From an optimization exercise on the open Yosys and OpenROAD flow, aimed at small area; shortcuts taken in it are not production practice.
Function was checked by simulation only, so behaviour that the tests miss may differ from the original.
Power is estimated from default activity; no workload was simulated.

## epd_ctrl
module epd_ctrl (
    input  wire        clk,
    input  wire        rst,
    input  wire        bus_valid,
    input  wire        bus_write,
    input  wire [2:0]  bus_addr,
    input  wire [31:0] bus_wdata,
    output wire        bus_ready,
    output reg  [31:0] bus_rdata,
    output wire        pin_drv_en,
    output wire        pin_vdd,
    output wire        pin_vneg,
    output wire        pin_vpos,
    output wire        pin_le,
    output wire        pin_oe,
    output wire        pin_cl,
    output wire        pin_sph,
    output wire [7:0]  pin_d,
    output wire        pin_ckv,
    output wire        pin_gmode,
    output wire        pin_spv
);
    localparam N = 6;
    localparam [1:0] PWR_ON = 2'd3;
    localparam OP_NONE   = 4'd15;
    localparam OP_SET    = 4'd0;
    localparam OP_QCLK   = 4'd2;
    localparam OP_VSTART = 4'd3;
    localparam OP_VSTOP  = 4'd4;
    localparam OP_VWRITE = 4'd5;
    localparam OP_VSKIP  = 4'd6;
    localparam OP_VBULK  = 4'd7;
    localparam OP_HSTART = 4'd8;
    localparam OP_HWRITE = 4'd9;
    localparam OP_HSTOP  = 4'd10;
    localparam OP_GROUND = 4'd11;
    localparam [4:0] A_VDD0 = {4'd0, 1'b0}, A_VDD1 = {4'd0, 1'b1};
    localparam [4:0] A_VNEG0 = {4'd1, 1'b0}, A_VNEG1 = {4'd1, 1'b1};
    localparam [4:0] A_VPOS0 = {4'd2, 1'b0}, A_VPOS1 = {4'd2, 1'b1};
    localparam [4:0] A_OE0 = {4'd4, 1'b0}, A_OE1 = {4'd4, 1'b1};
    localparam S_IDLE      = 6'd0;
    localparam S_INIT      = 6'd1;
    localparam S_POFF0     = 6'd2;
    localparam S_POFF1     = 6'd3;
    localparam S_POFF2     = 6'd4;
    localparam S_POFF3     = 6'd5;
    localparam S_POFF4     = 6'd6;
    localparam S_BOARD     = 6'd7;
    localparam S_B1        = 6'd8;
    localparam S_B2        = 6'd9;
    localparam S_B3        = 6'd10;
    localparam S_B4        = 6'd11;
    localparam S_CMAP      = 6'd12;
    localparam S_FL_RET    = 6'd13;
  ...
==> flow/config.mk <==
export PLATFORM = sky130hd
export DESIGN_NAME = epd_ctrl
export DESIGN_NICKNAME = epd_ctrl
export VERILOG_FILES = /design/flow/design.v
export SDC_FILE = /design/flow/constraint.sdc
export NUM_CORES = 4
export LEC_CHECK = 0
export CAP_MARGIN = 20
export CORE_MARGIN = 2
export CORE_UTILIZATION = 55
export PLACE_DENSITY = 0.7
export SLEW_MARGIN = 20
==> flow/constraint.sdc <==
create_clock -name core_clock -period 10.0 [get_ports {clk}]
set_input_delay 2.0000 -clock core_clock [delete_from_list [all_inputs] [get_ports {clk}]]
set_output_delay 2.0000 -clock core_clock [all_outputs]
set_load 0.01 [all_outputs]
standard.sh (not shown) runs the stock make flow with config.mk's settings and CLKGATE_MAP_FILE= SYNTH_SCRIPT=/design/flow/synth_recipe.tcl, a recipe that flattens the netlist after the stock synthesis.
==> flow/flow/run.sh <==
#!/bin/bash
# Own layout flow: the standard layout (standard.sh), with these changes in how
# the layout is made:
#  - synthesis is the standard synthesis (synth_recipe.tcl), except that ABC maps
#    the combinational logic with an area-oriented script (flow/area.abc);
#    registers, their names and cell types are those of the standard synthesis;
#  - clock tree synthesis runs without dummy loads and with small clock buffers;
#  - the port buffers are the smallest buffer cell.
# Each tool's full output goes to a log file in the work folder.
set -euo pipefail
W=$(pwd)
cat > "$W/own_synth.tcl" <<EOT
proc abc {args} {
  set i [lsearch \$args -script]
  if {\$i >= 0} { lset args [expr {\$i + 1}] {$W/flow/area.abc} }
  yosys abc {*}\$args
}
source {$W/synth_recipe.tcl}
EOT
sed "s#SYNTH_SCRIPT=[^ ]*synth_recipe.tcl#SYNTH_SCRIPT=$W/own_synth.tcl#" standard.sh > own_standard.sh
grep -q "SYNTH_SCRIPT=$W/own_synth.tcl" own_standard.sh
export CTS_ARGS="-sink_clustering_enable -repair_clock_nets -dont_use_dummy_load -sink_clustering_size 10 -sink_clustering_max_diameter 45 -buf_list {sky130_fd_sc_hd__clkbuf_4}"
export BUFFER_PORTS_ARGS="-inputs -outputs -buffer_cell sky130_fd_sc_hd__buf_1"
bash own_standard.sh synth > synth.log 2>&1
bash own_standard.sh > layout.log 2>&1
test -s out/final.def
==> flow/flow/area.abc <==
strash
&get -n
&dch -f
&nf -a -R 1000
&put
strash
&get -n
&dch -f
&nf -a -R 1000
&put
topo
==> next run, changes <==
--- a/flow/config.mk
+++ b/flow/config.mk
@@ -8,5 +8,5 @@
 export CAP_MARGIN = 20
 export CORE_MARGIN = 2
-export CORE_UTILIZATION = 55
-export PLACE_DENSITY = 0.7
+export CORE_UTILIZATION = 50
+export PLACE_DENSITY = 0.65
 export SLEW_MARGIN = 20
Outcome: The new run went through all stages and came out clean. Total power is about the same. Worst setup slack improves by 0.18 ns. Non-clock buffer count went up by 7.

Setup of old:
epd_ctrl, a different RTL version from the one above (not shown whole).
Size in the first run: roughly 1300 flip-flops, roughly 91 I/O pins, about 39000 um^2 of cells after synthesis.
==> flow/config.mk <==
export PLATFORM = sky130hd
export DESIGN_NAME = epd_ctrl
export DESIGN_NICKNAME = epd_ctrl
export VERILOG_FILES = /design/flow/design.v
export SDC_FILE = /design/flow/constraint.sdc
export NUM_CORES = 4
export LEC_CHECK = 0
export CAP_MARGIN = 20
export CORE_MARGIN = 2
export CORE_UTILIZATION = 60
export PLACE_DENSITY = 0.75
export SLEW_MARGIN = 20
==> flow/constraint.sdc <==
create_clock -name core_clock -period 10.0 [get_ports {clk}]
set_input_delay 2.0000 -clock core_clock [delete_from_list [all_inputs] [get_ports {clk}]]
set_output_delay 2.0000 -clock core_clock [all_outputs]
set_load 0.01 [all_outputs]
==> flow/flow/run.sh <==
#!/bin/bash
# Own layout flow: the standard layout (standard.sh), with these changes in how
# the layout is made:
#  - synthesis is the standard synthesis (synth_recipe.tcl), except that ABC maps
#    the combinational logic with an area-oriented script (flow/area.abc);
#    registers, their names and cell types are those of the standard synthesis;
#  - clock tree synthesis runs without dummy loads and with small clock buffers;
#  - the port buffers are the smallest buffer cell.
# Each tool's full output goes to a log file in the work folder.
set -euo pipefail
W=$(pwd)
cat > "$W/own_synth.tcl" <<EOT
proc abc {args} {
  set i [lsearch \$args -script]
  if {\$i >= 0} { lset args [expr {\$i + 1}] {$W/flow/area.abc} }
  yosys abc {*}\$args
}
source {$W/synth_recipe.tcl}
EOT
sed "s#SYNTH_SCRIPT=[^ ]*synth_recipe.tcl#SYNTH_SCRIPT=$W/own_synth.tcl#" standard.sh > own_standard.sh
grep -q "SYNTH_SCRIPT=$W/own_synth.tcl" own_standard.sh
export CTS_ARGS="-sink_clustering_enable -repair_clock_nets -dont_use_dummy_load -sink_clustering_size 11 -sink_clustering_max_diameter 45 -buf_list {sky130_fd_sc_hd__clkbuf_4}"
export BUFFER_PORTS_ARGS="-inputs -outputs -buffer_cell sky130_fd_sc_hd__buf_1"
bash own_standard.sh synth > synth.log 2>&1
bash own_standard.sh > layout.log 2>&1
test -s out/final.def
Scripts as last shown in full above: flow/flow/area.abc
old | status: complete | timing, DRC, antenna: pass
Edits applied to the flow inputs when going from old to new:
--- a/flow/flow/run.sh
+++ b/flow/flow/run.sh
@@ -22 +22 @@
-export CTS_ARGS="-sink_clustering_enable -repair_clock_nets -dont_use_dummy_load -sink_clustering_size 11 -sink_clustering_max_diameter 45 -buf_list {sky130_fd_sc_hd__clkbuf_4}"
+export CTS_ARGS="-sink_clustering_enable -repair_clock_nets -dont_use_dummy_load -sink_clustering_size 10 -sink_clustering_max_diameter 45 -buf_list {sky130_fd_sc_hd__clkbuf_4}"
Results
- The area added between synthesis and finish of new is higher than that of old.
- Any difference in count of fill cells added during filler insertion between new and old is small enough to ignore.
- Diff old -> new: worst setup slack has increased, clock latency on the worst-skew pair went up.
- Diff old -> new | routed length on met2 | up slightly
- Re starting density of the core: no difference whatsoever between old and new.
- new vs. old: length of routed wiring on met1 decreased about 0.5%, peak clock frequency supported by timing increased 0.59%.
- Comparing via count for old and new, the smaller number came from old.
- Power dissipated in the clock network delta (new − old): unfavourable
- new vs old — first-iteration DRC count dropped by a few percent

RTL: one of the versions met above, not the one the previous note started from.
For scale: about 1400 flip-flops.
export LEC_CHECK = 0
export CAP_MARGIN = 20
export CORE_MARGIN = 2
export CORE_UTILIZATION = 65
export PLACE_DENSITY = 0.8
export SLEW_MARGIN = 20
create_clock -name core_clock -period 10.0 [get_ports {clk}]
==> flow/flow/run.sh <==
#!/bin/bash
# Own layout flow: the standard layout (standard.sh), with these changes in how
# the layout is made:
#  - synthesis is the standard synthesis (synth_recipe.tcl), except that ABC maps
#    the combinational logic with an area-oriented script (flow/area.abc);
#    registers, their names and cell types are those of the standard synthesis;
#  - clock tree synthesis runs without dummy loads and with small clock buffers;
#  - the port buffers are the smallest buffer cell.
# Each tool's full output goes to a log file in the work folder.
set -euo pipefail
W=$(pwd)
cat > "$W/own_synth.tcl" <<EOT
proc abc {args} {
  set i [lsearch \$args -script]
  if {\$i >= 0} { lset args [expr {\$i + 1}] {$W/flow/area.abc} }
  yosys abc {*}\$args
}
source {$W/synth_recipe.tcl}
EOT
sed "s#SYNTH_SCRIPT=[^ ]*synth_recipe.tcl#SYNTH_SCRIPT=$W/own_synth.tcl#" standard.sh > own_standard.sh
grep -q "SYNTH_SCRIPT=$W/own_synth.tcl" own_standard.sh
export CTS_ARGS="-sink_clustering_enable -repair_clock_nets -dont_use_dummy_load -sink_clustering_size 10 -sink_clustering_max_diameter 45 -buf_list {sky130_fd_sc_hd__clkbuf_4}"
export BUFFER_PORTS_ARGS="-inputs -outputs -buffer_cell sky130_fd_sc_hd__buf_1"
bash own_standard.sh synth > synth.log 2>&1
bash own_standard.sh > layout.log 2>&1
test -s out/final.def
Scripts as last shown in full above: flow/flow/area.abc
The baseline finished clean.
Edit:
--- a/flow/config.mk
+++ b/flow/config.mk
@@ -9,4 +9,4 @@
 export CORE_MARGIN = 2
-export CORE_UTILIZATION = 65
-export PLACE_DENSITY = 0.8
+export CORE_UTILIZATION = 60
+export PLACE_DENSITY = 0.75
 export SLEW_MARGIN = 20
What happened: The changed run passed the timing, DRC and antenna checks. Worst setup slack gets worse by 45 ps. Design area stays flat. Global-route usage went down by 2.7 points. Utilization went down by 5.7 points. Via count went down by 1.5%. Routed wire length went down by 1.3%. Register-to-register slack gets worse by 50 ps. Power hardly moves. Final cell count went up by 1.6%. Non-clock buffer count went down by 6. Clock power is about the same.

[afterwards: timing with drivers on the ports]
How much do the figures lean on ideal ports? The routed layouts below were timed once more, with nothing changed but the port constraints.
Step 1: set_driving_cell puts a clkbuf_16 on clk and a buf_2 on each other input, an assumption about the parent block.
Step 2 adds t to the input delays and takes it off the output delays; t is the mean of the earliest and latest rising clock arrival at the registers after step 1. Input paths then give back, and output paths get back, about the clock's delay inside the block.
Three values: no drivers, after step 1, after step 2; two values: the first two.
| run | t, ns | setup slack, ns | worst setup path after step 2 | clock arrival spread, ns | pins driven straight from the clock port |
|---|---|---|---|---|---|
| the first run of note 1 | 1.024 | 0.925 / 0.925 / 0.925 | register to register | 0.129 / 0.129 | 1 |
| the second run of note 1 | 1.040 | 1.104 / 1.104 / 1.104 | register to register | 0.129 / 0.129 | 1 |
| old | 1.000 | 0.737 / 0.737 / 0.737 | register to register | 0.152 / 0.152 | 1 |
| new | 1.057 | 0.791 / 0.791 / 0.791 | register to register | 0.128 / 0.128 | 1 |
| the first run of note 3 | 1.045 | 0.918 / 0.918 / 0.918 | register to register | 0.127 / 0.126 | 1 |
| the second run of note 3 | 1.050 | 0.873 / 0.873 / 0.873 | register to register | 0.126 / 0.126 | 1 |
After both steps every run listed still meets setup and hold.
